Context: an optimization exercise on an open-source flow, tuned for small area, a short achievable clock period and few clock cycles. The choices shown serve that exercise and are no tape-out recipe. Where RTL was checked, it was by simulation tests only, not by an equivalence proof against the original. No functional check of the RTL was part of runs 1, 2 and 4. No activity file was given, so power comes from the tool's default toggle rates.

===== design.v =====
module jbd_bms_parser (
    input  wire        clk,
    input  wire        rst,         
    input  wire        cmd_valid,
    input  wire [15:0] cmd_word,
    output wire        cmd_ready,
    input  wire [11:0] rd_addr,
    output wire [31:0] rd_data
);
    localparam [7:0] OP_NOP      = 8'h00,
                     OP_CLEAR    = 8'h01,
                     OP_PUSH     = 8'h02,
                     OP_VALIDATE = 8'h03,
                     OP_DECODE   = 8'h04,
                     OP_PARSE    = 8'h05;
    localparam [3:0] R_OK           = 4'h0,
                     R_INCOMPLETE   = 4'h1,
                     R_BAD_START    = 4'h2,
                     R_BAD_END      = 4'h3,
                     R_LEN_MISMATCH = 4'h4,
                     R_DEV_STATUS   = 4'h5,
                     R_UNKNOWN_TYPE = 4'h6,
                     R_CSUM         = 4'h7,
                     R_UNSUPPORTED  = 4'h8,
                     R_REC_SIZE     = 4'h9,
                     R_NOT_VALID    = 4'hA,
                     R_ILLEGAL      = 4'hB;
    localparam [1:0] ST_NONE = 2'd0, ST_VALIDATE = 2'd1, ST_DECODE = 2'd2, ST_COMMAND = 2'd3;
    localparam [1:0] T_NONE  = 2'd0, T_BASIC     = 2'd1, T_CELLS   = 2'd2, T_UNKNOWN  = 2'd3;
    localparam NSTAT = 64;         
    localparam NRING = 12;         
    localparam CAP_SIZE = 262;
    reg [7:0]  sbuf [0:NSTAT-1];         
    reg [7:0]  hbuf [0:5];               
    reg [7:0]  ring [0:NRING*16-1];      
    reg [3:0]  phase;
    reg        ready_q;
    reg [15:0] cap_len;
    reg [7:0]  last_byte;
    reg [7:0]  prev1, prev2;    
    reg [15:0] sum3;            
    reg [3:0]  result;
    reg [1:0]  res_stage;
    reg [15:0] diag_obs;
    reg        exp_basic;       
    reg        frame_valid;
    reg [1:0]  rtype;
    reg        hdr_ok;          
    reg [15:0] csum_rx;
    reg [15:0] csum_calc;
    reg [1:0]  rec_kind;
    reg [1:0]  bi_tc;           
    wire [7:0] type_code  = hdr_ok ? sbuf[1] : 8'h00;
    wire [7:0] dev_status = hdr_ok ? sbuf[2] : 8'h00;
    wire [7:0] pay_len    = hdr_ok ? sbuf[3] : 8'h00;
    assign cmd_ready = ready_q;
    wire [7:0] op  = cmd_word[15:8];
    wire [7:0] arg = cmd_word[7:0];
    wire       take = cmd_valid && ready_q;
    wire is_nop   = (op == OP_NOP)      && (arg == 8'h00);
    wire is_clear = (op == OP_CLEAR)    && (arg == 8'h00);
    wire is_push  = (op == OP_PUSH);
    wire is_val   = (op == OP_VALIDATE) && (arg == 8'h00);
    wire is_dec   = (op == OP_DECODE)   && (arg >= 8'h01) && (arg <= 8'h03);
    wire is_parse = (op == OP_PARSE)    && (arg == 8'h00);
    wire legal    = is_nop | is_clear | is_push | is_val | is_dec | is_parse;
    wire [7:0]  hdr_type   = sbuf[1];
    wire [7:0]  hdr_status = sbuf[2];
    wire [7:0]  hdr_len    = sbuf[3];
    wire [15:0] frame_len  = 16'd7 + {8'h00, hdr_len};
    wire [15:0] calc       = 16'h0000 - sum3;
    wire [15:0] rx         = {prev2, prev1};
    wire v_short   = cap_len < 16'd7;
    wire v_start   = sbuf[0] != 8'hDD;
    wire v_end     = last_byte != 8'h77;
    wire v_len     = cap_len != frame_len;
    wire v_stat    = hdr_status != 8'h00;
    wire v_basic   = hdr_type == 8'h03;
    wire v_cells   = hdr_type == 8'h04;
    wire v_csum    = rx != calc;
    reg [3:0]  v_code;
    reg [15:0] v_obs, v_exp;
    always @(*) begin
        v_code = R_OK; v_obs = 16'h0000; v_exp = 16'h0000;
        if (v_short) begin
            v_code = R_INCOMPLETE;   v_obs = cap_len;              v_exp = 16'd7;
        end else if (v_start) begin
            v_code = R_BAD_START;    v_obs = {8'h00, sbuf[0]};     v_exp = 16'h00DD;
        end else if (v_end) begin
            v_code = R_BAD_END;      v_obs = {8'h00, last_byte};   v_exp = 16'h0077;
        end else if (v_len) begin
            v_code = R_LEN_MISMATCH; v_obs = cap_len;              v_exp = frame_len;
        end else if (v_stat) begin
            v_code = R_DEV_STATUS;   v_obs = {8'h00, hdr_status};
        end else if (!v_basic && !v_cells) begin
            v_code = R_UNKNOWN_TYPE; v_obs = {8'h00, hdr_type};
        end else if (v_csum) begin
            v_code = R_CSUM;         v_obs = rx;                   v_exp = calc;
        end
    end
    wire v_hdr  = !v_short && !v_start && !v_end;             
    wire v_type = v_hdr && !v_len && !v_stat;                 
    wire v_ok   = (v_code == R_OK);
    function [36:0] decode;    
        input [1:0] t;
        input       fv;
        input [7:0] n;
        reg   [7:0] cexp;
        begin
            cexp = ((n > 8'd12) ? 8'd12 : n) & 8'hFE;
            if (t == T_UNKNOWN)
                decode = {2'd0, 1'b0, R_UNSUPPORTED, 16'h0003, 14'h0000};
            else if (!fv)
                decode = {2'd0, 1'b0, R_NOT_VALID, 16'h0000, 14'h0000};
            else if (t == T_BASIC)
                decode = (n != 8'd38) ? {2'd0, 1'b0, R_REC_SIZE, 8'h00, n, 14'd38}
                                      : {T_BASIC, 1'b0, R_OK, 16'h0000, 14'h0000};
            else
                decode = (n[0] || n > 8'd12) ? {2'd0, 1'b0, R_REC_SIZE, 8'h00, n, 6'h00, cexp}
                                             : {T_CELLS, 1'b0, R_OK, 16'h0000, 14'h0000};
        end
    endfunction
    wire [1:0]  ntc_clamp = (sbuf[26] > 8'd3) ? 2'd3 : sbuf[26][1:0];
    wire [36:0] d_cmd   = decode(arg[1:0], frame_valid, pay_len);
    wire [36:0] d_parse = decode(v_basic ? T_BASIC : T_CELLS, 1'b1, hdr_len);
    wire do_push  = !rst && take && is_push;
    wire len_lo   = (cap_len[15:6] == 10'd0);                     
    wire len_ring = (cap_len[15:8] == 8'd0) && !len_lo;           
    wire len_hi   = (cap_len[15:3] == 13'h0020) && (cap_len[2:0] < 3'd6);    
    integer i, j, s;
    always @(posedge clk) begin
        for (i = 0; i < NSTAT; i = i + 1)
            if (do_push && len_lo && cap_len[5:0] == i)
                sbuf[i] <= arg;
        for (i = 0; i < 6; i = i + 1)
            if (do_push && len_hi && cap_len[2:0] == i)
                hbuf[i] <= arg;
    end
    always @(posedge clk) begin
        for (j = 0; j < NRING; j = j + 1) begin
            for (s = 0; s < 15; s = s + 1)
                ring[16*j + s] <= ring[16*j + s + 1];
            ring[16*j + 15] <= (do_push && len_ring && cap_len[7:4] == j + 4)
                             ? arg : ring[16*j];
        end
    end
    reg [15:0] cap_len_d;
    always @(*) begin
        cap_len_d = cap_len;
        if (take && is_clear)
            cap_len_d = 16'h0000;
        else if (take && is_push && cap_len != 16'hFFFF)
            cap_len_d = cap_len + 16'd1;
    end
    wire [3:0] phase_d = phase + 4'd1;
    wire ring_d = (cap_len_d[15:8] == 8'd0) && (cap_len_d[7:6] != 2'b00);
    always @(posedge clk) begin
        if (rst) begin
            phase   <= 4'd0;
            ready_q <= 1'b1;
        end else begin
            phase   <= phase_d;
            ready_q <= !ring_d || (cap_len_d[3:0] == phase_d);
        end
    end
    always @(posedge clk) begin
        if (rst) begin
            cap_len     <= 16'h0000;
            last_byte   <= 8'h00;
            sum3        <= 16'h0000;
            result      <= R_OK;
            res_stage   <= ST_NONE;
            diag_obs    <= 16'h0000;
            frame_valid <= 1'b0;
            rtype       <= T_NONE;
            hdr_ok      <= 1'b0;
            csum_rx     <= 16'h0000;
            csum_calc   <= 16'h0000;
            rec_kind    <= T_NONE;
        end else if (take) begin
            cap_len <= cap_len_d;
            if (!legal) begin
                result    <= R_ILLEGAL;
                res_stage <= ST_COMMAND;
                diag_obs  <= cmd_word;
            end
            if (is_clear) begin
                last_byte   <= 8'h00;
                sum3        <= 16'h0000;
                result      <= R_OK;
                res_stage   <= ST_NONE;
                diag_obs    <= 16'h0000;
                    frame_valid <= 1'b0;
                rtype       <= T_NONE;
                hdr_ok      <= 1'b0;
                csum_rx     <= 16'h0000;
                csum_calc   <= 16'h0000;
                rec_kind    <= T_NONE;
            end
            if (is_push) begin
                last_byte <= arg;
                prev1     <= last_byte;
                prev2     <= prev1;
                if (cap_len >= 16'd5)
                    sum3 <= sum3 + {8'h00, prev2};
                frame_valid <= 1'b0;
                rec_kind    <= T_NONE;
            end
            if (is_val || is_parse) begin
                hdr_ok      <= v_hdr;
                rtype       <= !v_type ? T_NONE : v_basic ? T_BASIC : v_cells ? T_CELLS : T_UNKNOWN;
                csum_rx     <= (v_type && (v_basic || v_cells)) ? rx   : 16'h0000;
                csum_calc   <= (v_type && (v_basic || v_cells)) ? calc : 16'h0000;
                frame_valid <= v_ok;
                if (is_parse && v_ok) begin
                    exp_basic <= v_basic;
                    rec_kind  <= d_parse[36:35];
                    result    <= d_parse[33:30];
                    res_stage <= ST_DECODE;
                    diag_obs  <= d_parse[29:14];
                end else begin
                    rec_kind  <= T_NONE;
                    result    <= v_code;
                    res_stage <= ST_VALIDATE;
                    diag_obs  <= v_obs;
                end
            end
            if (is_dec || is_parse)
                bi_tc <= ntc_clamp;
            if (is_dec) begin
                rec_kind  <= d_cmd[36:35];
                result    <= d_cmd[33:30];
                res_stage <= ST_DECODE;
                diag_obs  <= d_cmd[29:14];
                exp_basic <= (arg[1:0] == T_BASIC);
            end
        end
    end
    wire bi = (rec_kind == T_BASIC);
    wire cv = (rec_kind == T_CELLS);
    function [15:0] be16;
        input integer k;
        be16 = {sbuf[k], sbuf[k + 1]};
    endfunction
    wire [2:0] cv_count   = sbuf[3][3:1];    
    reg [15:0] cells_csum;
    always @(*) begin
        case (cv_count)
            3'd0:    cells_csum = be16(4);
            3'd1:    cells_csum = be16(6);
            3'd2:    cells_csum = be16(8);
            3'd3:    cells_csum = be16(10);
            3'd4:    cells_csum = be16(12);
            3'd5:    cells_csum = be16(14);
            default: cells_csum = be16(16);
        endcase
    end
    reg [15:0] diag_exp;
    always @(*) begin
        case (result)
            R_INCOMPLETE:   diag_exp = 16'd7;
            R_BAD_START:    diag_exp = 16'h00DD;
            R_BAD_END:      diag_exp = 16'h0077;
            R_LEN_MISMATCH: diag_exp = frame_len;
            R_CSUM:         diag_exp = csum_calc;
            R_REC_SIZE:     diag_exp = exp_basic ? 16'd38
                                     : {8'h00, ((hdr_len > 8'd12) ? 8'd12 : hdr_len) & 8'hFE};
            default:        diag_exp = 16'h0000;
        endcase
    end
    reg [31:0] regv [0:63];
    integer a;
    always @(*) begin
        for (a = 0; a < 64; a = a + 1) regv[a] = 32'h0000_0000;
        regv[6'h00] = {16'h0, cap_len};
        regv[6'h01] = {24'h0, last_byte};
        regv[6'h02] = {28'h0, result};
        regv[6'h03] = {30'h0, res_stage};
        regv[6'h04] = {16'h0, diag_obs};
        regv[6'h05] = {16'h0, diag_exp};
        regv[6'h06] = {31'h0, frame_valid};
        regv[6'h07] = {30'h0, rtype};
        regv[6'h08] = {24'h0, type_code};
        regv[6'h09] = {24'h0, dev_status};
        regv[6'h0A] = {24'h0, pay_len};
        regv[6'h0B] = {16'h0, csum_rx};
        regv[6'h0C] = {16'h0, csum_calc};
        regv[6'h0D] = {30'h0, rec_kind};
        if (bi) begin
            regv[6'h10] = {16'h0, be16(4)};
            regv[6'h11] = {16'h0, be16(6)};
            regv[6'h12] = {16'h0, be16(8)};
            regv[6'h13] = {16'h0, be16(10)};
            regv[6'h14] = {16'h0, be16(12)};
            regv[6'h15] = {16'h0, be16(14)};
            regv[6'h16] = {sbuf[16], sbuf[17], sbuf[18], sbuf[19]};
            regv[6'h17] = {16'h0, be16(20)};
            regv[6'h18] = {24'h0, sbuf[22]};
            regv[6'h19] = {24'h0, sbuf[23]};
            regv[6'h1A] = {24'h0, sbuf[24]};
            regv[6'h1B] = {24'h0, sbuf[25]};
            regv[6'h1C] = {24'h0, sbuf[26]};
            regv[6'h1D] = {30'h0, bi_tc};
            regv[6'h1E] = {16'h0, (bi_tc != 2'd0) ? be16(27) : {sbuf[28], sbuf[27]}};
            regv[6'h1F] = {16'h0, bi_tc[1]        ? be16(29) : {sbuf[30], sbuf[29]}};
            regv[6'h20] = {16'h0, (bi_tc == 2'd3) ? be16(31) : {sbuf[32], sbuf[31]}};
            for (a = 0; a < 9; a = a + 1)
                regv[6'h21 + a] = {24'h0, sbuf[33 + a]};
            regv[6'h2A] = {16'h0, be16(42)};
        end
        if (cv) begin
            regv[6'h30] = {29'h0, cv_count};
            for (a = 0; a < 6; a = a + 1)
                regv[6'h31 + a] = {16'h0, (cv_count > a) ? be16(4 + 2*a) : 16'h0000};
            regv[6'h37] = {16'h0, cells_csum};
        end
    end
    wire        c_win, c_hi, c_reg;
    wire [15:0] dlo, dhi;
    rd_addr_dec u_dec (.rd_addr(rd_addr), .c_win(c_win), .c_hi(c_hi), .c_reg(c_reg),
                       .dlo(dlo), .dhi(dhi));
    reg  [63:0] slot_off;
    always @(*)
        for (s = 0; s < 16; s = s + 1)
            slot_off[4*s +: 4] = s[3:0] + phase;
    wire [15:0] dsl;
    rd_slot_dec u_sdec (.a(rd_addr[3:0]), .off(slot_off), .sel(dsl));
    wire [7:0] sg [0:15];      
    wire [7:0] rg [0:15];      
    genvar gs, gj;
    generate
        for (gs = 0; gs < 16; gs = gs + 1) begin : g_slot
            wire [31:0] sd;
            wire [95:0] rdd;
            for (gj = 0; gj < 4; gj = gj + 1) begin : g_sd
                assign sd[8*gj +: 8] = sbuf[16*gj + gs];
            end
            for (gj = 0; gj < NRING; gj = gj + 1) begin : g_rd
                assign rdd[8*gj +: 8] = ring[16*gj + gs];
            end
            assign sg[gs] = ({8{dhi[0]}} & sd[7:0])   | ({8{dhi[1]}} & sd[15:8]) |
                            ({8{dhi[2]}} & sd[23:16]) | ({8{dhi[3]}} & sd[31:24]);
            assign rg[gs] = (({8{dhi[4]}}  & rdd[7:0])   | ({8{dhi[5]}}  & rdd[15:8])  |
                             ({8{dhi[6]}}  & rdd[23:16]) | ({8{dhi[7]}}  & rdd[31:24])) |
                            (({8{dhi[8]}}  & rdd[39:32]) | ({8{dhi[9]}}  & rdd[47:40]) |
                             ({8{dhi[10]}} & rdd[55:48]) | ({8{dhi[11]}} & rdd[63:56])) |
                            (({8{dhi[12]}} & rdd[71:64]) | ({8{dhi[13]}} & rdd[79:72]) |
                             ({8{dhi[14]}} & rdd[87:80]) | ({8{dhi[15]}} & rdd[95:88]));
        end
    endgenerate
    wire [127:0] sgv, rgv;
    wire [47:0]  hbv;
    generate
        for (gs = 0; gs < 16; gs = gs + 1) begin : g_pack
            assign sgv[8*gs +: 8] = sg[gs];
            assign rgv[8*gs +: 8] = rg[gs];
        end
        for (gs = 0; gs < 6; gs = gs + 1) begin : g_hpack
            assign hbv[8*gs +: 8] = hbuf[gs];
        end
    endgenerate
    reg [7:0] ws, wr, wh;
    always @(*) begin
        ws = 8'h00; wr = 8'h00; wh = 8'h00;
        for (s = 0; s < 16; s = s + 1) begin
            ws = ws | ({8{dlo[s]}} & sgv[8*s +: 8]);
            wr = wr | ({8{dsl[s]}} & rgv[8*s +: 8]);
        end
        for (s = 0; s < 6; s = s + 1)
            wh = wh | ({8{dlo[s]}} & hbv[8*s +: 8]);
    end
    reg [31:0] rw;
    always @(*) begin
        rw = 32'h0000_0000;
        for (a = 0; a < 64; a = a + 1)
            rw = rw | ({32{dlo[a & 15] & dhi[a >> 4]}} & regv[a]);
    end
    assign rd_data = {{24{c_reg}} & rw[31:8],
                      ({8{c_reg}} & rw[7:0]) | ({8{c_win}} & (ws | wr)) | ({8{c_hi}} & wh)};
endmodule
module rd_addr_dec (
    input  wire [11:0] rd_addr,
    output wire        c_win,
    output wire        c_hi,
    output wire        c_reg,
    output wire [15:0] dlo,
    output wire [15:0] dhi
);
    wire top0 = (rd_addr[11:10] == 2'b00);
    assign c_reg = top0 && (rd_addr[9:6] == 4'b0000);
    assign c_win = top0 && (rd_addr[9:8] == 2'b01);
    assign c_hi  = top0 && (rd_addr[9:8] == 2'b10) && (rd_addr[7:3] == 5'd0);
    assign dlo   = 16'h0001 << rd_addr[3:0];
    assign dhi   = 16'h0001 << rd_addr[7:4];
endmodule
module rd_slot_dec (
    input  wire [3:0]  a,
    input  wire [63:0] off,
    output reg  [15:0] sel
);
    integer s;
    always @(*)
        for (s = 0; s < 16; s = s + 1)
            sel[s] = (a == off[4*s +: 4]);
endmodule

===== run.sh =====
#!/bin/bash
# synth_recipe.tcl (not shown) runs the flow's synth.tcl, then flattens the netlist and writes it again
# the make line also repeats each setting of config.mk as NAME=value (left out here)
make -C /OpenROAD-flow-scripts/flow DESIGN_CONFIG=/design/flow/config.mk WORK_HOME=/design/flow/orfs CLKGATE_MAP_FILE= SYNTH_SCRIPT=/design/flow/synth_recipe.tcl finish

===== config.mk =====
export PLATFORM = sky130hd
export DESIGN_NAME = jbd_bms_parser
export DESIGN_NICKNAME = jbd_bms_parser
export VERILOG_FILES = /design/flow/design.v
export SDC_FILE = /design/flow/constraint.sdc
export NUM_CORES = 8
export LEC_CHECK = 0
export ABC_AREA = 1
export CAP_MARGIN = 20
export CORE_MARGIN = 2
export CORE_UTILIZATION = 50
export CTS_CLUSTER_DIAMETER = 80
export CTS_CLUSTER_SIZE = 20
export PLACE_DENSITY = 0.65
export SETUP_SLACK_MARGIN = 4.0
export SLEW_MARGIN = 20
export SYNTH_HIERARCHICAL = 1

===== constraint.sdc =====
create_clock -name core_clock -period 10.0 [get_ports {clk}]
set_input_delay 2.0000 -clock core_clock [delete_from_list [all_inputs] [get_ports {clk}]]
set_output_delay 2.0000 -clock core_clock [all_outputs]
set_load 0.01 [all_outputs]

==> results.yml, run 1 <==
synthesis:
  ys_types: 76
  synth_enable_flop_cells: 579
  synth_top_cell_by_area: "dfxtp_1"
  syn_nets: 7748
  synth_common_cells: "1,923 x nand2_1, 1,641 x dfxtp_1, 579 x edfxtp_1, 525 x inv_1, 321 x nor2_1"
  ys_seq_elements: 2220
  ys_async_sr_fraction_pct: 0
  avgSynthCellArea_um2: 10.1
  synthMostInstantiatedCell: "nand2_1"
  ys_seq_area_share_pct: 64.9
  synth_cells: 7692
  synth_area_leaders: "dfxtp_1 42%, edfxtp_1 22%, nand2_1 9.3%, a221oi_1 2.7%, inv_1 2.5%"
  syn-cell-area_um2: 77400
  yosysWarnings: 12
  ys.flop_type: "dfxtp_1"
  netlist.area_leader.share_pct: 42.4
drt:
  drt_iter0_drc: 9122
  drtPass1Iterations: 9
  drt-wirelength-per-cell_um: 36.0
  drc: 0
  ant_nets: 0
  vias_per_cell: 6.45
  via_count: 65015
  wirelength_um: 363000
critical_path:
  startpoint_type: "input port"
  cp_data_arrival_time_ns: 5.02
  cp.required_ns: 8.00
  cp-end-kind: "primary output"
  critPathMaxStageDelay_ns: 0.56
  crit_buf_inv: 6
  path_max_fanout: 11
  cp_slowest_cell: "nand3b_1"
  crit_top_cell: "nand2_1"
  cpLargestDelayFamily: "simple AND/OR/NAND/NOR gates"
  worstPathCellList: "buf_16, clkinv_8, buf_4, nor3_4, buf_12, nand2_1, nand2_1, a221oi_2, nand3_1, nand2_1, nand2_1, a221oi_2, nand3b_1, o31ai_1, nand3_1, buf_12, buf_6"
  worst-setup-path-type: "input port to primary output"
timing:
  slew_viol_final: 0
  timing.final.crit_share_pct: 70.2
  tightest_slew_ns: 1.17
  rsz0062_at_grt: "true"
  setup_tns_ns: 0
  max_freq_mhz: 142
  fin_crit_ns: 7.02
  slew_headroom_pct: 21.7
  finClkSkew_ns: 0.0735
  hold_viol: 0
  setup_violations: 0
cts:
  clockBufferDepth: 3
  cts_tree: "yes"
  cts_sinks: 2220
  htreeDepth: 4
  cts_made_buffers: 140
  root_buffer: "clkbuf_16"
  holdBufCountCts: 0
  path_clk_slew_ns: 0.08
  clock_latency_ns: 0.84
grt:
  grtUsageTotal_pct: 44.7
  grt_max_degree: 97
  grt-ovfl-total: 0
  antenna_found_initial: 34
  grt_pass1_wl_um: 489000
  grt_pass1_vias: 61353
floorplan:
  die_h_um: 397
  ios: 64
  start_util_pct: 50.3
  die-area_um2: 158000
  core_area_um2: 154000
  dieWidth_um: 397
  num_rows: 144
cells_and_area:
  fin_util_pct: 59.8
  stdcell_area_um2: 92000
  nets: 8037
  drive_gt1_share_pct: 15.3
  syn_to_final_growth_pct: 18.9
pwr:
  cellPowerDensity_nw_per_um2: 171
  ir_drop_mv: 0.175
  p_total_w: 0.0158
  power_leakage_nw: 35.2
place:
  gp_congestion: 1.09
  dpl-instance-area_um2: 81000
  port_buffers: 63
  dp.final_hpwl_um: 242000
worst_hold_path:
  hold_path_class: "flip-flop to flip-flop"
run_status:
  status: "timing/DRC/antenna clean"
job:
  drv_cap: 0
report_power, final:
group	internal (W)	switching, W	total [W]
Sequential	0.00920	0.0000112	0.00921
Clock	0.00270	0.00323	0.00593
Combinational	0.000188	0.000451	0.000639
Total	0.0121	0.00369	0.0158
area by class of cell:
| cell class | count | area [µm²] |
|---|---|---|
| antenna | 10 | 25.0 |
| clock buffer | 157 | 3600 |
| clock inverter | 37 | 684 |
| fill | 12721 | 61800 |
| inverter | 568 | 2300 |
| multi-input combinational | 4534 | 26500 |
| sequential | 2220 | 50200 |
| tap | 2044 | 2560 |
| timing repair buffer | 516 | 6110 |
| timing repair inverter | 1 | 6.26 |
worst paths after layout:
| check | depth (start not counted) | slack, ns | start | end |
|---|---|---|---|---|
| worst min register to register | 0 | 0.31 | ring[183][0]$_DFF_P_ | ring[182][0]$_DFF_P_ |
| worst min-delay path | 0 | 0.31 | ring[183][0]$_DFF_P_ | ring[182][0]$_DFF_P_ |
| worst max-delay path | 17 | 2.98 | rd_addr[7] | rd_data[2] |
| worst max register to register | 18 | 5.41 | sbuf[3][1]$_DFFE_PP_ | diag_obs[5]$_SDFFE_PP0P_ |
per-module statistics from Yosys (local to each module, per instance):
module / copies in the design / cells / flops+latches
rd_slot_dec: 1 / 220 / 0
jbd_bms_parser: 1 / 7405 / 2220
rd_addr_dec: 1 / 67 / 0
metal layers:
metal / track usage, % / routed length (µm)
met5: 0.303 / 132
met4: 34.2 / 34600
met3: 10.9 / 38200
met2: 67.8 / 158000
met1: 55.0 / 132000
cell families after synthesis:
kind of cell,count (synthesis),synth area share [%]
adders and majority gates,25,0.414
xor gates and xnor gates,62,0.702
AOI/OAI and AO/OA,1497,13.0
and+or+nand+nor,2947,16.2
DFF,2220,64.9
buffers and inverters,941,4.75
flip-flops by register name, indices dropped and copies added, names as in the netlist, 16 cells and up:
register	cells
hbuf	48
csum_rx	16
csum_calc	16
sbuf	512
diag_obs	16
sum3	16
cap_len	16
ring	1536
worst register-to-register path: cells and delay by family (launching register included):
kind / cells / cell delay, ns
AO/OA/AOI/OAI: 2 / 0.27
buffers and inverters: 2 / 0.59
AND/OR/NAND/NOR: 12 / 2.14
adder cells (fa/ha/maj): 1 / 0.38
XOR/XNOR: 1 / 0.16
flip-flops: 1 / 0.94
per-stage QoR:
stage / setup WS (ns) / cells / hold slack, ns
2_1_floorplan: 3.96 / 7692 / 0.331
3_3_place_gp: 0.631 / 9630 / 0.333
3_5_place_dp: 1.11 / 9631 / 0.335
4_1_cts: 3.18 / 10009 / 0.302
5_1_grt: 3.03 / 10077 / 0.308
6_report: 2.98 / 10087 / 0.306
layout by cell type, fill, tap and decap left out, drive strengths merged, types with 34 or more instances in the layout:
cell type,instances
xnor2,37
a22o,164
nor4,34
a211oi,37
nand3,257
inv,558
o21ai,322
a221oi,236
a21oi,312
nand2,1930
nor2,345
clkbuf,177
o22ai,198
edfxtp,579
o31ai,50
buf,461
nor3,110
nand4,245
dfxtp,1641
timing repair:
item,in CTS,in global routing
pin swaps,126,114
resized for setup,696,280
endpoints found under the setup margin,32,48
setup buffers,138,60
gates cloned,46,8
==> run 2: changes to the inputs <==
--- a/config.mk
+++ b/config.mk
@@ -14,4 +14,3 @@
 export PLACE_DENSITY = 0.65
 export SETUP_SLACK_MARGIN = 4.0
 export SLEW_MARGIN = 20
-export SYNTH_HIERARCHICAL = 1
==> run 2 against run 1 <==
  * Non-clock buffer count down 106
  * Largest cell class unchanged
  * Area after synthesis down 0.66%
  * Critical endpoint is now rd_data[4]
  * Sequential power about the same
  * Sequential cell count unchanged
==> results.yml, run 2 <==
run_status:
  status: "timing/DRC/antenna clean"
cts:
  cts_sinks: 2220
  clock_latency_ns: 0.84
  path_clk_slew_ns: 0.08
  cts_made_buffers: 137
  htreeDepth: 4
  cts_tree: "yes"
  root_buffer: "clkbuf_16"
  clockBufferDepth: 3
  holdBufCountCts: 0
critical_path:
  cp_data_arrival_time_ns: 5.29
  cp-end-kind: "primary output"
  reg2reg_depth: 9
  worst-setup-path-type: "input port to primary output"
  reg2reg_slack_ns: 5.60
  path_max_fanout: 11
  cp.required_ns: 8.00
  timing.rr.end: "sbuf[12][0]$_DFFE_PP_"
  r2r-start: "ready_q$_SDFF_PP1_"
  startpoint_type: "input port"
floorplan:
  die-area_um2: 157000
  ios: 64
  start_util_pct: 50.5
  die_h_um: 396
  dieWidth_um: 396
  num_rows: 143
  core_area_um2: 152000
synthesis:
  synth_top_cell_by_area: "dfxtp_1"
  synth_top_family_by_area: "simple AND/OR/NAND/NOR gates"
  ys_async_sr_fraction_pct: 0
  ys.flop_type: "dfxtp_1"
  synth-compound-area-share_pct: 10.5
  synth_enable_flop_cells: 579
  syn_nets: 7820
  synth_common_cells: "2,266 x nand2_1, 1,641 x dfxtp_1, 579 x edfxtp_1, 456 x inv_1, 367 x nand4_1"
  synth_xor_xnor_area_share_pct: 0.426
  synthAdderAreaFrac_pct: 0.417
  yosys.area_share.simple_pct: 19.1
  synth_cells: 7764
  netlist.area_leader.share_pct: 42.7
  syn-cell-area_um2: 76900
  ys_seq_elements: 2220
  avgSynthCellArea_um2: 9.90
  yosys-mux-area-fraction_pct: 0
  synth_area_leaders: "dfxtp_1 43%, edfxtp_1 23%, nand2_1 11%, nand4_1 3.0%, inv_1 2.2%"
  yosysWarnings: 6
  ys_seq_area_share_pct: 65.3
  ys_types: 71
  synthMostInstantiatedCell: "nand2_1"
cells_and_area:
  nets: 8035
  layout_common_cells: "2,220 x nand2_1, 1,641 x dfxtp_1, 579 x edfxtp_1, 425 x inv_1, 367 x nand4_1"
  largest_reg_flops: 1536
  largestRegisters: "ring: 1536 flops, sbuf: 512 flops, hbuf: 48 flops"
  drive_gt1_share_pct: 12.7
  layout_commonest_cell: "nand2_1"
  nFillCells: 12973
  stdcell_area_um2: 89100
  fin_util_pct: 58.5
  regMostFlops: "ring"
  syn_to_final_growth_pct: 15.9
pwr:
  p_seq_share_pct: 59.1
  combPwrFrac_pct: 3.8
  cellPowerDensity_nw_per_um2: 175
  ir_drop_mv: 0.190
  power_leakage_nw: 33.4
  clkPwrFrac_pct: 37.1
  intPower_w: 0.0120
  p_sw_share_pct: 23.1
  p_total_w: 0.0156
  p_sw_w: 0.00360
drt:
  wirelength_um: 352000
  drt_iter0_drc: 9334
  drtPass1Iterations: 8
  ant_nets: 0
  drc: 0
  drt-wirelength-per-cell_um: 35.0
  via_count: 64211
  vias_per_cell: 6.37
place:
  dpl-instance-area_um2: 80400
  gp_congestion: 1.14
  port_buffers: 63
  dp.final_hpwl_um: 241000
grt:
  grt_pass1_vias: 60865
  grtUsageTotal_pct: 44.0
  grt_max_degree: 81
  antenna_found_initial: 25
  grt-ovfl-total: 0
  grt_pass1_wl_um: 482000
worst_hold_path:
  min_to: "ring[103][2]$_DFF_P_"
  holdCritStartpoint: "ring[104][2]$_DFF_P_"
  worstHoldPathCells: 0
  hold_path_class: "flip-flop to flip-flop"
job:
  drv_cap: 0
timing:
  tightest_slew_ns: 1.22
  fin_crit_ns: 7.29
  timing.final.crit_share_pct: 72.9
  slew_viol_final: 0
  finClkSkew_ns: 0.0525
  hold_viol: 0
  slew_headroom_pct: 18.7
  setup_tns_ns: 0
  setup_violations: 0
  max_freq_mhz: 137
  rsz0062_at_grt: "true"
  holdWs_ns: 0.328
## run 2: cell count changes after synthesis, moves of 28 or more
cell,change
a21oi_1,-72
a221oi_1,-129
a22o_1,-96
a41oi_1,+29
inv_1,-69
nand2_1,+343
nand4_1,+123
nor3_1,-52
nor4_1,+40
o22ai_1,-40
o31ai_1,+50
xnor2_1,-28
## run 2: repair_timing
action / 4_1_cts / 5_1_grt
setup endpoints to repair: 321 / 96
cloned: 27 / 4
buffers inserted: 109 / 34
resized for setup: 572 / 147
pin swaps: 90 / 72
## run 2: final cells by class
type / instances / area (µm²) / area share, %
Multi-Input combinational cell: 4707 / 25700 / 28.8
Sequential cell: 2220 / 50200 / 56.4
Inverter: 495 / 2100 / 2.36
Tap cell: 2030 / 2540 / 2.85
Timing Repair inverter: 8 / 67.6 / 0.0758
Clock buffer: 154 / 3550 / 3.98
Clock inverter: 33 / 527 / 0.591
Timing Repair Buffer: 410 / 4380 / 4.91
Antenna cell: 18 / 45.0 / 0.0505
## run 2: worst max path at each step
stage	startpoint	to	slack [ns]	cells past startpoint
detailed placement	rd_addr[7]	rd_data[7]	0.55	13
global placement	rd_addr[7]	rd_data[6]	0.26	17
global route	rd_addr[3]	rd_data[4]	2.81	14
CTS	rd_addr[4]	rd_data[4]	3.04	16
finish	rd_addr[3]	rd_data[4]	2.71	13
floorplan	rd_addr[3]	rd_data[1]	4.10	13
## run 2: kinds of logic after synthesis
logic type	Yosys count
buffers and inverters	841
DFF	2220
and+or+nand+nor	3415
adders and majority gates	25
xor gates and xnor gates	35
AOI/OAI and AO/OA	1228
## run 2: power by group through the flow
| stage | combinational, W | sequential [W] | clock, W |
|---|---|---|---|
| 2_1_floorplan | 0.000197 | 0.00941 | 0 |
| 3_3_place_gp | 0.000464 | 0.00942 | 0 |
| 3_5_place_dp | 0.000466 | 0.00942 | 0 |
| 4_1_cts | 0.000555 | 0.00921 | 0.00578 |
| 5_1_grt | 0.000601 | 0.00921 | 0.00612 |
| 6_report | 0.000599 | 0.00921 | 0.00577 |
## run 2: stage by stage
| step | setup WS (ns) | instances |
|---|---|---|
| 2_1_floorplan | 4.10 | 7764 |
| 3_5_place_dp | 0.555 | 9693 |
| 3_3_place_gp | 0.259 | 9693 |
| 5_1_grt | 2.81 | 10061 |
| 4_1_cts | 3.04 | 10016 |
| 6_report | 2.71 | 10075 |
## run 2: critical path, stage by stage
cell	delay, ns
buf_4	0.21
inv_6	0.11
nand3_1	0.18
buf_6	0.28
nor2_4	0.11
buf_4	0.16
a2bb2oi_1	0.61
o221ai_1	0.54
nor4_1	0.59
nand3_1	0.14
nand2_1	0.10
nand2_2	0.11
buf_6	0.15
## run 2: per-layer routing
layer | vias up | share of wire, % | track usage [%]
li1 | 27138 | - | -
met1 | 31217 | 36 | 53.2
met2 | 4525 | 43 | 65.1
met3 | 1313 | 12 | 13.4
met4 | 18 | 10 | 35.7
met5 | - | 0.032 | 0
==> run 3: changes to the inputs <==
--- a/design.v
+++ b/design.v
@@ -338,14 +338,8 @@
             for (gj = 0; gj < NRING; gj = gj + 1) begin : g_rd
                 assign rdd[8*gj +: 8] = ring[16*gj + gs];
             end
-            assign sg[gs] = ({8{dhi[0]}} & sd[7:0])   | ({8{dhi[1]}} & sd[15:8]) |
-                            ({8{dhi[2]}} & sd[23:16]) | ({8{dhi[3]}} & sd[31:24]);
-            assign rg[gs] = (({8{dhi[4]}}  & rdd[7:0])   | ({8{dhi[5]}}  & rdd[15:8])  |
-                             ({8{dhi[6]}}  & rdd[23:16]) | ({8{dhi[7]}}  & rdd[31:24])) |
-                            (({8{dhi[8]}}  & rdd[39:32]) | ({8{dhi[9]}}  & rdd[47:40]) |
-                             ({8{dhi[10]}} & rdd[55:48]) | ({8{dhi[11]}} & rdd[63:56])) |
-                            (({8{dhi[12]}} & rdd[71:64]) | ({8{dhi[13]}} & rdd[79:72]) |
-                             ({8{dhi[14]}} & rdd[87:80]) | ({8{dhi[15]}} & rdd[95:88]));
+            aor4x8  u_s (.d(sd),  .sel(dhi[3:0]),  .y(sg[gs]));
+            aor12x8 u_r (.d(rdd), .sel(dhi[15:4]), .y(rg[gs]));
         end
     endgenerate
     wire [127:0] sgv, rgv;
@@ -359,24 +353,17 @@
             assign hbv[8*gs +: 8] = hbuf[gs];
         end
     endgenerate
-    reg [7:0] ws, wr, wh;
-    always @(*) begin
-        ws = 8'h00; wr = 8'h00; wh = 8'h00;
-        for (s = 0; s < 16; s = s + 1) begin
-            ws = ws | ({8{dlo[s]}} & sgv[8*s +: 8]);
-            wr = wr | ({8{dsl[s]}} & rgv[8*s +: 8]);
-        end
-        for (s = 0; s < 6; s = s + 1)
-            wh = wh | ({8{dlo[s]}} & hbv[8*s +: 8]);
-    end
+    wire [7:0] ws, wr, wh;
+    aor16x8 u_ws (.d(sgv), .sel(dlo), .y(ws));
+    aor16x8 u_wr (.d(rgv), .sel(dsl), .y(wr));
+    aor6x8  u_wh (.d(hbv), .sel(dlo[5:0]), .y(wh));
     reg [31:0] rw;
     always @(*) begin
         rw = 32'h0000_0000;
         for (a = 0; a < 64; a = a + 1)
             rw = rw | ({32{dlo[a & 15] & dhi[a >> 4]}} & regv[a]);
     end
-    assign rd_data = {{24{c_reg}} & rw[31:8],
-                      ({8{c_reg}} & rw[7:0]) | ({8{c_win}} & (ws | wr)) | ({8{c_hi}} & wh)};
+    rd_or u_or (.c_win(c_win), .c_hi(c_hi), .c_reg(c_reg), .ws(ws), .wr(wr), .wh(wh), .rw(rw), .y(rd_data));
 endmodule
 module rd_addr_dec (
     input  wire [11:0] rd_addr,
@@ -403,3 +390,56 @@
         for (s = 0; s < 16; s = s + 1)
             sel[s] = (a == off[4*s +: 4]);
 endmodule
+module aor4x8 (
+    input  wire [31:0] d,
+    input  wire [3:0]  sel,
+    output wire [7:0]  y
+);
+    assign y = ({8{sel[0]}} & d[7:0])   | ({8{sel[1]}} & d[15:8]) |
+               ({8{sel[2]}} & d[23:16]) | ({8{sel[3]}} & d[31:24]);
+endmodule
+module aor6x8 (
+    input  wire [47:0] d,
+    input  wire [5:0]  sel,
+    output wire [7:0]  y
+);
+    assign y = ({8{sel[0]}} & d[7:0])   | ({8{sel[1]}} & d[15:8]) |
+               ({8{sel[2]}} & d[23:16]) | ({8{sel[3]}} & d[31:24]) |
+               ({8{sel[4]}} & d[39:32]) | ({8{sel[5]}} & d[47:40]);
+endmodule
+module aor12x8 (
+    input  wire [95:0] d,
+    input  wire [11:0] sel,
+    output wire [7:0]  y
+);
+    wire [7:0] y0, y1, y2;
+    aor4x8 u0 (.d(d[31:0]),  .sel(sel[3:0]),  .y(y0));
+    aor4x8 u1 (.d(d[63:32]), .sel(sel[7:4]),  .y(y1));
+    aor4x8 u2 (.d(d[95:64]), .sel(sel[11:8]), .y(y2));
+    assign y = y0 | y1 | y2;
+endmodule
+module aor16x8 (
+    input  wire [127:0] d,
+    input  wire [15:0]  sel,
+    output wire [7:0]   y
+);
+    wire [7:0] y0, y1, y2, y3;
+    aor4x8 u0 (.d(d[31:0]),   .sel(sel[3:0]),   .y(y0));
+    aor4x8 u1 (.d(d[63:32]),  .sel(sel[7:4]),   .y(y1));
+    aor4x8 u2 (.d(d[95:64]),  .sel(sel[11:8]),  .y(y2));
+    aor4x8 u3 (.d(d[127:96]), .sel(sel[15:12]), .y(y3));
+    assign y = y0 | y1 | y2 | y3;
+endmodule
+module rd_or (
+    input  wire        c_win,
+    input  wire        c_hi,
+    input  wire        c_reg,
+    input  wire [7:0]  ws,
+    input  wire [7:0]  wr,
+    input  wire [7:0]  wh,
+    input  wire [31:0] rw,
+    output wire [31:0] y
+);
+    assign y = {{24{c_reg}} & rw[31:8],
+                ({8{c_reg}} & rw[7:0]) | ({8{c_win}} & (ws | wr)) | ({8{c_hi}} & wh)};
+endmodule
==> flow/run.sh (new file) <==
#!/bin/bash
# Layout flow: the standard layout, then one round of post-route gate sizing.
#  1. standard.sh runs the standard flow to the end.
#  2. size.tcl reads the routed design with the parasitics the finish step
#     extracted, and lets repair_timing upsize gates (sizing only, no new
#     cells); it writes the new cell of each resized instance to resize.txt.
#  3. apply.tcl gives those instances their new cells in the global-route
#     result and legalizes the placement.
#  4. standard.sh runs again; make redoes detailed routing and finish from the
#     changed global-route result.
# Each tool's output goes to its own log in this folder.
set -euo pipefail
W=$PWD
export RESULTS="$W/orfs/results/$FLOW_PLATFORM/jbd_bms_parser/base"
export LIB="$FLOW_HOME/platforms/$FLOW_PLATFORM/lib/sky130_fd_sc_hd__tt_025C_1v80.lib"
export RCFILE="$FLOW_HOME/platforms/$FLOW_PLATFORM/setRC.tcl"
bash standard.sh > std1.log 2>&1
cp "$RESULTS/5_1_grt.odb" "$RESULTS/5_1_grt.pre_size.odb"
openroad -no_init -exit flow/size.tcl > size.log 2>&1
openroad -no_init -exit flow/apply.tcl > apply.log 2>&1
bash standard.sh > std2.log 2>&1
==> flow/apply.tcl (new file) <==
# Give the instances listed in resize.txt their new cells in the global-route
# result, then legalize the placement.
set R $::env(RESULTS)
read_db $R/5_1_grt.pre_size.odb
read_liberty $::env(LIB)
set f [open resize.txt r]
set n 0
while {[gets $f line] >= 0} {
  set i [[ord::get_db_block] findInst [lindex $line 0]]
  if {$i == "NULL"} { continue }
  $i swapMaster [[ord::get_db] findMaster [lindex $line 1]]
  incr n
}
close $f
puts "resized $n instances"
detailed_placement
check_placement -verbose
write_db $R/5_1_grt.odb
==> flow/size.tcl (new file) <==
# Post-route sizing: find which gates to upsize, using the routed parasitics.
set R $::env(RESULTS)
read_db $R/6_final.odb
read_liberty $::env(LIB)
read_sdc $R/6_final.sdc
source $::env(RCFILE)
set_propagated_clock [all_clocks]
read_spef $R/6_final.spef
report_worst_slack -max
set before [dict create]
foreach i [[ord::get_db_block] getInsts] { dict set before [$i getName] [[$i getMaster] getName] }
set_dont_use [get_lib_cells {sky130_fd_sc_hd__probe_p_8 sky130_fd_sc_hd__probec_p_8 sky130_fd_sc_hd__lpflow_*}]
repair_timing -setup -setup_margin 4.0 -repair_tns 100 -sequence "sizeup" -skip_last_gasp
report_worst_slack -max
set f [open resize.txt w]
foreach i [[ord::get_db_block] getInsts] {
  set n [$i getName]
  set m [[$i getMaster] getName]
  if {[dict exists $before $n] && [dict get $before $n] ne $m} { puts $f "$n $m" }
}
close $f
==> standard.sh (new file) <==
#!/bin/bash
# synth_recipe.tcl (not shown) runs the flow's synth.tcl, then flattens the netlist and writes it again
# the make line also repeats each setting of config.mk as NAME=value (left out here)
make -C /OpenROAD-flow-scripts/flow DESIGN_CONFIG=/design/flow/config.mk WORK_HOME=/design/flow/orfs CLKGATE_MAP_FILE= SYNTH_SCRIPT=/design/flow/synth_recipe.tcl "${@:-finish}"
--- a/config.mk
+++ b/config.mk
@@ -8,9 +8,9 @@
 export ABC_AREA = 1
 export CAP_MARGIN = 20
 export CORE_MARGIN = 2
-export CORE_UTILIZATION = 50
+export CORE_UTILIZATION = 55
 export CTS_CLUSTER_DIAMETER = 80
 export CTS_CLUSTER_SIZE = 20
-export PLACE_DENSITY = 0.65
+export PLACE_DENSITY = 0.7
 export SETUP_SLACK_MARGIN = 4.0
 export SLEW_MARGIN = 20
removed: run.sh
==> run 3 against run 2 <==
  * Fmax rose by 5.3%
  * Sequential share of layout area fell by 1.3 points
  * First-iteration DRC count grew 22%
  * Via count up 6.0%
  * Combinational power up 7.5%
  * Die area fell by 9.3%
  * Worst setup slack improved by 0.37 ns
  * Cell area grew 2.4%
  * Area after synthesis shrank 0.36%
  * Critical path depth up 4
  * Critical path type unchanged
  * Non-clock buffer count grew 122
  * Register-to-register slack better by 0.18 ns
  * Still clean
==> results.yml, run 3 <==
grt:
  grt_pass1_wl_um: 499000
  grt_pass1_vias: 64426
  grt_max_degree: 90
  grt-ovfl-total: 0
  grtUsageTotal_pct: 50.7
  antenna_found_initial: 30
cts:
  cts_made_buffers: 139
  root_buffer: "clkbuf_16"
  path_clk_slew_ns: 0.08
  htreeDepth: 4
  cts_sinks: 2220
  cts_tree: "yes"
  clockBufferDepth: 3
  clock_latency_ns: 0.85
synthesis:
  synth_top_family_by_area: "simple AND/OR/NAND/NOR gates"
  yosys.area_share.simple_pct: 17.3
  netlist.area_leader.share_pct: 42.9
  yosysWarnings: 10
  ys_seq_elements: 2220
  ys.flop_type: "dfxtp_1"
  ys_seq_area_share_pct: 65.6
  avgSynthCellArea_um2: 10.0
  synth-compound-area-share_pct: 12.0
  synth_xor_xnor_area_share_pct: 0.446
  ys_async_sr_fraction_pct: 0
  ys_types: 64
  syn-cell-area_um2: 76600
  synthAdderAreaFrac_pct: 0.418
  synthMostInstantiatedCell: "nand2_1"
  yosys-mux-area-fraction_pct: 0.0131
  synth_enable_flop_cells: 579
  syn_nets: 7713
  synth_area_leaders: "dfxtp_1 43%, edfxtp_1 23%, nand2_1 10%, nand4_1 2.4%, inv_1 2.4%"
  synth_cells: 7657
  synth_top_cell_by_area: "dfxtp_1"
  synth_common_cells: "2,123 x nand2_1, 1,641 x dfxtp_1, 579 x edfxtp_1, 484 x inv_1, 340 x nor2_1"
timing:
  timing.final.crit_share_pct: 69.3
  fin_crit_ns: 6.93
  setup_violations: 0
  slew_headroom_pct: 11.8
  tightest_slew_ns: 1.32
  slew_viol_final: 0
  setup_tns_ns: 0
  hold_viol: 0
  max_freq_mhz: 144
  finClkSkew_ns: 0.0695
  rsz0062_at_grt: "true"
drt:
  drc: 0
  drt_iter0_drc: 11345
  wirelength_um: 378000
  drt-wirelength-per-cell_um: 38.3
  vias_per_cell: 6.91
  drtPass1Iterations: 9
  ant_nets: 0
  via_count: 68058
floorplan:
  core_area_um2: 138000
  start_util_pct: 55.6
  num_rows: 136
  dieWidth_um: 377
  die_h_um: 377
  ios: 64
  die-area_um2: 142000
cells_and_area:
  drive_gt1_share_pct: 15.6
  largest_reg_flops: 1536
  layout_commonest_cell: "nand2_1"
  fin_util_pct: 66.2
  nets: 8054
  largestRegisters: "ring: 1536 flops, sbuf: 512 flops, hbuf: 48 flops"
  regMostFlops: "ring"
  syn_to_final_growth_pct: 19.1
  seqCellArea_um2: 50200
  multi_input_area_um2: 26400
  layout_common_cells: "2,042 x nand2_1, 1,641 x dfxtp_1, 579 x edfxtp_1, 442 x inv_1, 309 x buf_4"
  nFillCells: 9937
  stdcell_area_um2: 91200
job:
  drv_cap: 0
critical_path:
  path_max_fanout: 7
  worst-setup-path-type: "input port to primary output"
  worstPathCellList: "buf_16, nor2_4, buf_6, nand3_4, buf_6, buf_12, inv_16, nand2_2, nand4_1, o31ai_1, nand4_1, a211oi_4, nand4_1, nand2_4, nand2_4, buf_6, buf_6"
  cp-startpoint: "rd_addr[5]"
  crit_cells: 17
  timing.rr.end: "sbuf[51][4]$_DFFE_PP_"
  crit_buf_inv: 7
  critPathMaxStageDelay_ns: 0.41
  cp.required_ns: 8.00
  crit_top_cell: "buf_6"
  cp-end-kind: "primary output"
  crit_path_end: "rd_data[2]"
  cp_slowest_cell: "a211oi_4"
  reg2reg_depth: 12
  reg2reg_slack_ns: 5.78
  cp_data_arrival_time_ns: 4.93
  startpoint_type: "input port"
  cpLargestDelayFamily: "simple AND/OR/NAND/NOR gates"
  r2r-start: "ready_q$_SDFF_PP1_"
pwr:
  p_seq_share_pct: 58.5
  power_leakage_nw: 34.3
  clkPwrFrac_pct: 37.4
  intPower_w: 0.0120
  p_total_w: 0.0157
  p_sw_w: 0.00370
  ir_drop_mv: 0.182
  combPwrFrac_pct: 4.1
  cellPowerDensity_nw_per_um2: 173
  p_sw_share_pct: 23.5
place:
  gp_congestion: 1.13
  dpl-instance-area_um2: 80400
  dp.final_hpwl_um: 244000
  port_buffers: 63
run_status:
  status: "timing/DRC/antenna clean"
worst_hold_path:
  hold_path_class: "flip-flop to flip-flop"
-- run 3: changes by cell type in the layout (fill, tap and decap cells not counted), sizes merged, moves of 28 or more --
| cell | delta |
|---|---|
| a221oi | +62 |
| a22oi | +34 |
| buf | +127 |
| nand2 | -153 |
| nand3 | -28 |
| nand4 | -70 |
| o22ai | +30 |
-- run 3: cells by family (layout without fill, tap and decap cells) --
logic type                 count (synthesis)  in the layout
and+or+nand+nor                         3154           3155
DFF                                     2220           2220
AOI/OAI and AO/OA                       1367           1367
buffers and inverters                    851           1242
xor gates and xnor gates                  39             39
adders and majority gates                 25             25
muxes                                      1              1
other                                      0             13
-- run 3: repair_timing --
| item | CTS | global route |
|---|---|---|
| pin swaps | 94 | 115 |
| setup endpoints to repair | 32 | 37 |
| cloned | 27 | 14 |
| hold buffers | 0 | 0 |
| setup buffers | 138 | 57 |
| resized for setup | 693 | 300 |
-- run 3: routing by layer --
metal,up-vias,global-route usage [%],part of all wire (%),routed length (µm)
met5,-,0.172,0.031,116
met4,16,42.1,11,42400
met3,1936,16.4,14,51800
met2,6093,75.0,42,157000
met1,32754,60.1,33,126000
li1,27259,-,-,-
-- run 3: through the flow --
stage / hold slack (ns) / setup slack [ns] / instances
3_3_place_gp: 0.333 / 0.490 / 9406
6_report: 0.322 / 3.07 / 9856
2_1_floorplan: 0.331 / 4.04 / 7657
5_1_grt: 0.326 / 3.06 / 9846
4_1_cts: 0.309 / 3.22 / 9769
3_5_place_dp: 0.335 / 0.480 / 9412
-- run 3: layout make-up --
type,count,area share (%)
antenna,13,0.0357
clock buffer,160,3.97
clock inverter,32,0.597
inverter,502,2.29
multi-input combinational,4587,29.0
sequential,2220,55.1
tap,1794,2.46
timing repair buffer,532,6.39
timing repair inverter,16,0.214
-- run 3: how the worst min path moves through the flow --
stage / from / to / slack, ns / cells past startpoint
5_1_grt: ring[126][7]$_DFF_P_ / ring[125][7]$_DFF_P_ / 0.33 / 0
4_1_cts: ring[108][5]$_DFF_P_ / ring[107][5]$_DFF_P_ / 0.31 / 0
3_3_place_gp: ring[137][4]$_DFF_P_ / ring[136][4]$_DFF_P_ / 0.33 / 0
6_report: ring[78][7]$_DFF_P_ / ring[77][7]$_DFF_P_ / 0.32 / 0
2_1_floorplan: ring[104][1]$_DFF_P_ / ring[103][1]$_DFF_P_ / 0.33 / 0
3_5_place_dp: ring[106][0]$_DFF_P_ / ring[105][0]$_DFF_P_ / 0.34 / 0
-- run 3: power groups by stage --
stage / sequential (W) / combinational (W) / clock, W
detailed placement: 0.00941 / 0.000447 / 0
CTS: 0.00920 / 0.000544 / 0.00582
global placement: 0.00941 / 0.000444 / 0
global route: 0.00921 / 0.000620 / 0.00615
finish: 0.00920 / 0.000644 / 0.00589
floorplan: 0.00941 / 0.000170 / 0
Testbench counts of run 3, summed over its fixed seeds: cycles 10,075.
==> run 4: changes to the inputs <==
--- a/design.v
+++ b/design.v
@@ -269,9 +269,11 @@
         endcase
     end
     reg [31:0] regv [0:63];
+    reg [63:0] rcond;
     integer a;
     always @(*) begin
         for (a = 0; a < 64; a = a + 1) regv[a] = 32'h0000_0000;
+        rcond = 64'd0;
         regv[6'h00] = {16'h0, cap_len};
         regv[6'h01] = {24'h0, last_byte};
         regv[6'h02] = {28'h0, result};
@@ -280,40 +282,45 @@
         regv[6'h05] = {16'h0, diag_exp};
         regv[6'h06] = {31'h0, frame_valid};
         regv[6'h07] = {30'h0, rtype};
-        regv[6'h08] = {24'h0, type_code};
-        regv[6'h09] = {24'h0, dev_status};
-        regv[6'h0A] = {24'h0, pay_len};
+        regv[6'h08] = {24'h0, sbuf[1]};
+        regv[6'h09] = {24'h0, sbuf[2]};
+        regv[6'h0A] = {24'h0, sbuf[3]};
         regv[6'h0B] = {16'h0, csum_rx};
         regv[6'h0C] = {16'h0, csum_calc};
         regv[6'h0D] = {30'h0, rec_kind};
-        if (bi) begin
-            regv[6'h10] = {16'h0, be16(4)};
-            regv[6'h11] = {16'h0, be16(6)};
-            regv[6'h12] = {16'h0, be16(8)};
-            regv[6'h13] = {16'h0, be16(10)};
-            regv[6'h14] = {16'h0, be16(12)};
-            regv[6'h15] = {16'h0, be16(14)};
-            regv[6'h16] = {sbuf[16], sbuf[17], sbuf[18], sbuf[19]};
-            regv[6'h17] = {16'h0, be16(20)};
-            regv[6'h18] = {24'h0, sbuf[22]};
-            regv[6'h19] = {24'h0, sbuf[23]};
-            regv[6'h1A] = {24'h0, sbuf[24]};
-            regv[6'h1B] = {24'h0, sbuf[25]};
-            regv[6'h1C] = {24'h0, sbuf[26]};
-            regv[6'h1D] = {30'h0, bi_tc};
-            regv[6'h1E] = {16'h0, (bi_tc != 2'd0) ? be16(27) : {sbuf[28], sbuf[27]}};
-            regv[6'h1F] = {16'h0, bi_tc[1]        ? be16(29) : {sbuf[30], sbuf[29]}};
-            regv[6'h20] = {16'h0, (bi_tc == 2'd3) ? be16(31) : {sbuf[32], sbuf[31]}};
-            for (a = 0; a < 9; a = a + 1)
-                regv[6'h21 + a] = {24'h0, sbuf[33 + a]};
-            regv[6'h2A] = {16'h0, be16(42)};
-        end
-        if (cv) begin
-            regv[6'h30] = {29'h0, cv_count};
-            for (a = 0; a < 6; a = a + 1)
-                regv[6'h31 + a] = {16'h0, (cv_count > a) ? be16(4 + 2*a) : 16'h0000};
-            regv[6'h37] = {16'h0, cells_csum};
+        rcond[7:0]   = 8'hFF;
+        rcond[10:8]  = {3{hdr_ok}};
+        rcond[13:11] = 3'b111;
+        regv[6'h10] = {16'h0, be16(4)};
+        regv[6'h11] = {16'h0, be16(6)};
+        regv[6'h12] = {16'h0, be16(8)};
+        regv[6'h13] = {16'h0, be16(10)};
+        regv[6'h14] = {16'h0, be16(12)};
+        regv[6'h15] = {16'h0, be16(14)};
+        regv[6'h16] = {sbuf[16], sbuf[17], sbuf[18], sbuf[19]};
+        regv[6'h17] = {16'h0, be16(20)};
+        regv[6'h18] = {24'h0, sbuf[22]};
+        regv[6'h19] = {24'h0, sbuf[23]};
+        regv[6'h1A] = {24'h0, sbuf[24]};
+        regv[6'h1B] = {24'h0, sbuf[25]};
+        regv[6'h1C] = {24'h0, sbuf[26]};
+        regv[6'h1D] = {30'h0, bi_tc};
+        regv[6'h1E] = {16'h0, (bi_tc != 2'd0) ? be16(27) : {sbuf[28], sbuf[27]}};
+        regv[6'h1F] = {16'h0, bi_tc[1]        ? be16(29) : {sbuf[30], sbuf[29]}};
+        regv[6'h20] = {16'h0, (bi_tc == 2'd3) ? be16(31) : {sbuf[32], sbuf[31]}};
+        for (a = 0; a < 9; a = a + 1)
+            regv[6'h21 + a] = {24'h0, sbuf[33 + a]};
+        regv[6'h2A] = {16'h0, be16(42)};
+        for (a = 6'h10; a <= 6'h2A; a = a + 1)
+            rcond[a] = bi;
+        regv[6'h30] = {29'h0, cv_count};
+        rcond[6'h30] = cv;
+        for (a = 0; a < 6; a = a + 1) begin
+            regv[6'h31 + a]  = {16'h0, be16(4 + 2*a)};
+            rcond[6'h31 + a] = cv && (cv_count > a);
         end
+        regv[6'h37] = {16'h0, cells_csum};
+        rcond[6'h37] = cv;
     end
     wire        c_win, c_hi, c_reg;
     wire [15:0] dlo, dhi;
@@ -357,11 +364,14 @@
     aor16x8 u_ws (.d(sgv), .sel(dlo), .y(ws));
     aor16x8 u_wr (.d(rgv), .sel(dsl), .y(wr));
     aor6x8  u_wh (.d(hbv), .sel(dlo[5:0]), .y(wh));
+    reg [63:0] rsel;
     reg [31:0] rw;
     always @(*) begin
+        for (a = 0; a < 64; a = a + 1)
+            rsel[a] = dlo[a & 15] & dhi[a >> 4] & rcond[a];
         rw = 32'h0000_0000;
         for (a = 0; a < 64; a = a + 1)
-            rw = rw | ({32{dlo[a & 15] & dhi[a >> 4]}} & regv[a]);
+            rw = rw | ({32{rsel[a]}} & regv[a]);
     end
     rd_or u_or (.c_win(c_win), .c_hi(c_hi), .c_reg(c_reg), .ws(ws), .wr(wr), .wh(wh), .rw(rw), .y(rd_data));
 endmodule
==> run.sh (new file) <==
#!/bin/bash
# synth_recipe.tcl (not shown) runs the flow's synth.tcl, then flattens the netlist and writes it again
# the make line also repeats each setting of config.mk as NAME=value (left out here)
make -C /OpenROAD-flow-scripts/flow DESIGN_CONFIG=/design/flow/config.mk WORK_HOME=/design/flow/orfs CLKGATE_MAP_FILE= SYNTH_SCRIPT=/design/flow/synth_recipe.tcl finish
removed: flow/run.sh
removed: flow/apply.tcl
removed: flow/size.tcl
removed: standard.sh
==> run 4 against run 3 <==
  * Cell area decreased by 1.7%
  * Fmax shrank 3.3%
  * Cell count decreased by 0.59%
  * Worst setup slack got worse by 0.24 ns
  * Clock skew is 0.0039 ns higher
  * Clock-buffer cell count shrank 3
  * Core utilization decreased by 1.1 points
  * Non-clock buffer count decreased by 64
  * Register-to-register slack lost 0.43 ns
  * Critical path type unchanged
  * Critical endpoint is now rd_data[0]
==> results.yml, run 4 <==
synthesis:
  syn-cell-area_um2: 76600
  syn_nets: 7707
  ys_seq_area_share_pct: 65.6
  avgSynthCellArea_um2: 10.0
  ys.flop_type: "dfxtp_1"
  yosysWarnings: 10
  netlist.area_leader.share_pct: 42.9
  synth_common_cells: "2,043 x nand2_1, 1,641 x dfxtp_1, 579 x edfxtp_1, 554 x inv_1, 347 x a21oi_1"
  synthMostInstantiatedCell: "nand2_1"
  synth_cells: 7651
  ys_types: 69
  synth_top_cell_by_area: "dfxtp_1"
  ys_seq_elements: 2220
  ys_async_sr_fraction_pct: 0
  synth_area_leaders: "dfxtp_1 43%, edfxtp_1 23%, nand2_1 10%, inv_1 2.7%, nand4_1 2.4%"
  synth_enable_flop_cells: 579
critical_path:
  cp_slowest_cell: "nor4_4"
  cp.required_ns: 8.00
  path_max_fanout: 5
  worst-setup-path-type: "input port to primary output"
  worstPathCellList: "buf_12, nor2_4, nand2_4, buf_6, buf_16, buf_12, o22ai_1, a21oi_4, a21oi_2, a21oi_4, nand4_1, nor4_4, buf_4, nand2_2, o21ai_2, nand3_2, buf_6, buf_6"
  cp_data_arrival_time_ns: 5.17
  cp-end-kind: "primary output"
  critPathMaxStageDelay_ns: 0.60
  startpoint_type: "input port"
  crit_top_cell: "buf_6"
grt:
  grtUsageMet2_pct: 72.6
  grtUsageTotal_pct: 51.7
  grt_max_degree: 73
  grt_pass1_wl_um: 505000
  grt_pass1_vias: 63456
  use_met1_pct: 65.5
  top_usage_layer: "met2"
  grt-ovfl-total: 0
  antenna_found_initial: 26
  grtUsageMet3_pct: 19.0
pwr:
  clkPwrFrac_pct: 37.5
  cellPowerDensity_nw_per_um2: 175
  p_total_w: 0.0157
  ir_drop_mv: 0.188
  p_sw_share_pct: 23.6
  p_sw_w: 0.00371
  p_seq_share_pct: 58.6
  power_leakage_nw: 34.1
  intPower_w: 0.0120
  combPwrFrac_pct: 3.9
drt:
  via_count: 68325
  drt_iter0_drc: 13092
  vias_per_cell: 6.97
  drtPass1Iterations: 9
  drc: 0
  ant_nets: 0
  wirelength_um: 384000
  drt-wirelength-per-cell_um: 39.2
place:
  dp.final_hpwl_um: 250000
  gp_congestion: 1.14
  place_inst: 9383
  dpl-instance-area_um2: 80100
  port_buffers: 63
cts:
  path_clk_slew_ns: 0.08
  clock_latency_ns: 0.84
  root_buffer: "clkbuf_16"
  cts_sinks: 2220
  clockBufferDepth: 3
  cts_made_buffers: 137
  htreeDepth: 4
  cts_tree: "yes"
  holdBufCountCts: 0
floorplan:
  num_rows: 136
  core_area_um2: 138000
  die_h_um: 377
  start_util_pct: 55.6
  die-area_um2: 142000
  ios: 64
  dieWidth_um: 377
timing:
  rsz0062_at_grt: "true"
  max_freq_mhz: 140
  setup_violations: 0
  holdWs_ns: 0.302
  fin_crit_ns: 7.17
  timing.final.crit_share_pct: 71.7
  slew_headroom_pct: 12.6
  tightest_slew_ns: 1.31
  hold_viol: 0
  finClkSkew_ns: 0.0734
  slew_viol_final: 0
cells_and_area:
  layout_commonest_cell: "nand2_1"
  largestRegisters: "ring: 1536 flops, sbuf: 512 flops, hbuf: 48 flops"
  nFillCells: 10064
  drive_gt1_share_pct: 13.2
  layout_common_cells: "2,003 x nand2_1, 1,641 x dfxtp_1, 579 x edfxtp_1, 520 x inv_1, 300 x a21oi_1"
  syn_to_final_growth_pct: 17.1
  layout.cells.non_filler: 9798
  regMostFlops: "ring"
  multi_input_area_um2: 25300
  fin_util_pct: 65.1
  largest_reg_flops: 1536
  stdcell_area_um2: 89700
  nets: 7988
  seqCellArea_um2: 50200
run_status:
  status: "timing/DRC/antenna clean"
job:
  drv_cap: 0
worst_hold_path:
  hold_path_class: "flip-flop to flip-flop"
## run 4: logic make-up after synthesis
| logic type | share of synthesized area, % |
|---|---|
| flops | 65.6 |
| fa+ha+maj | 0.418 |
| xor+xnor | 0.421 |
| buf+inv | 4.54 |
| simple gates | 17.0 |
| compound gates | 12.1 |
## run 4: power by group through the flow
stage	Clock [W]	Sequential (W)	Combinational (W)
CTS	0.00578	0.00920	0.000533
floorplan	0	0.00941	0.000166
global route	0.00615	0.00921	0.000589
global placement	0	0.00942	0.000424
finish	0.00588	0.00921	0.000607
detailed placement	0	0.00942	0.000429
## run 4: worst max-delay path: cells and delay by family
kind                   cells  cell delay [ns]
AND/OR/NAND/NOR            6             1.31
buffers and inverters      7             0.98
AO/OA/AOI/OAI              5             0.85
## run 4: repair_timing
action,CTS,global route
setup buffers,132,31
resized for setup,702,167
cloned,31,9
setup endpoints to repair,32,31
pin swaps,117,69
## run 4: metal layers
layer | vias to the layer above | routed length, µm
li1 | 27048 | -
met1 | 32941 | 133000
met2 | 6458 | 154000
met3 | 1838 | 59400
met4 | 40 | 37300
met5 | - | 444
## run 4: path summary, 6_finish.rpt
kind / slack (ns) / cells past startpoint / start / to
setup / recovery: 2.83 / 18 / rd_addr[4] / rd_data[0]
hold / removal: 0.30 / 0 / ring[27][4]$_DFF_P_ / ring[26][4]$_DFF_P_
setup reg to reg: 5.35 / 21 / sbuf[3][1]$_DFFE_PP_ / diag_obs[8]$_SDFFE_PP0P_
hold reg to reg: 0.30 / 0 / ring[27][4]$_DFF_P_ / ring[26][4]$_DFF_P_
## run 4: through the flow
stage          TNS (ns)  setup WS, ns
4_1_cts               0          3.05
3_3_place_gp     -0.522        -0.522
2_1_floorplan         0          4.03
3_5_place_dp          0         0.706
6_report              0          2.83
5_1_grt               0          2.91
## run 4: layout make-up
| class | count | share of cell area (%) |
|---|---|---|
| multi-input combinational | 4522 | 28.2 |
| clock buffer | 157 | 3.91 |
| tap | 1794 | 2.50 |
| clock inverter | 36 | 0.731 |
| timing repair inverter | 4 | 0.0363 |
| inverter | 579 | 2.63 |
| timing repair buffer | 468 | 5.94 |
| antenna | 18 | 0.0502 |
| sequential | 2220 | 56.0 |

[what the ideal ports hide]
No port has a modelled driver above. Below, the same layouts with a new extraction and two added sets of constraints. Step 1: set_driving_cell puts a clkbuf_16 on clk and a buf_2 on each other input, an assumption about the parent block. Step 2 times the ports against the registers' clock, not the clock port: input delays grow and output delays shrink by t, the midpoint of the rising clock arrivals with the driver on. Slacks: ideal ports / drivers / drivers and shift; pairs: ideal ports / drivers.
| run | shift t [ns] | slack for setup (ns) | clock arrival spread, ns |
|---|---|---|---|
| run 1 | 0.893 | 2.976 / 2.913 / 2.913 | 0.083 / 0.083 |
| run 2 | 0.905 | 2.706 / 2.483 / 2.483 | 0.053 / 0.053 |
| run 3 | 0.907 | 3.072 / 2.980 / 2.980 | 0.069 / 0.069 |
| run 4 | 0.899 | 2.834 / 2.679 / 2.679 | 0.073 / 0.074 |
After both steps setup and hold are still met in every run listed. The setup slack of run 2, which loses most, moves by -0.223 ns with the drivers and by -0.223 ns with both steps.
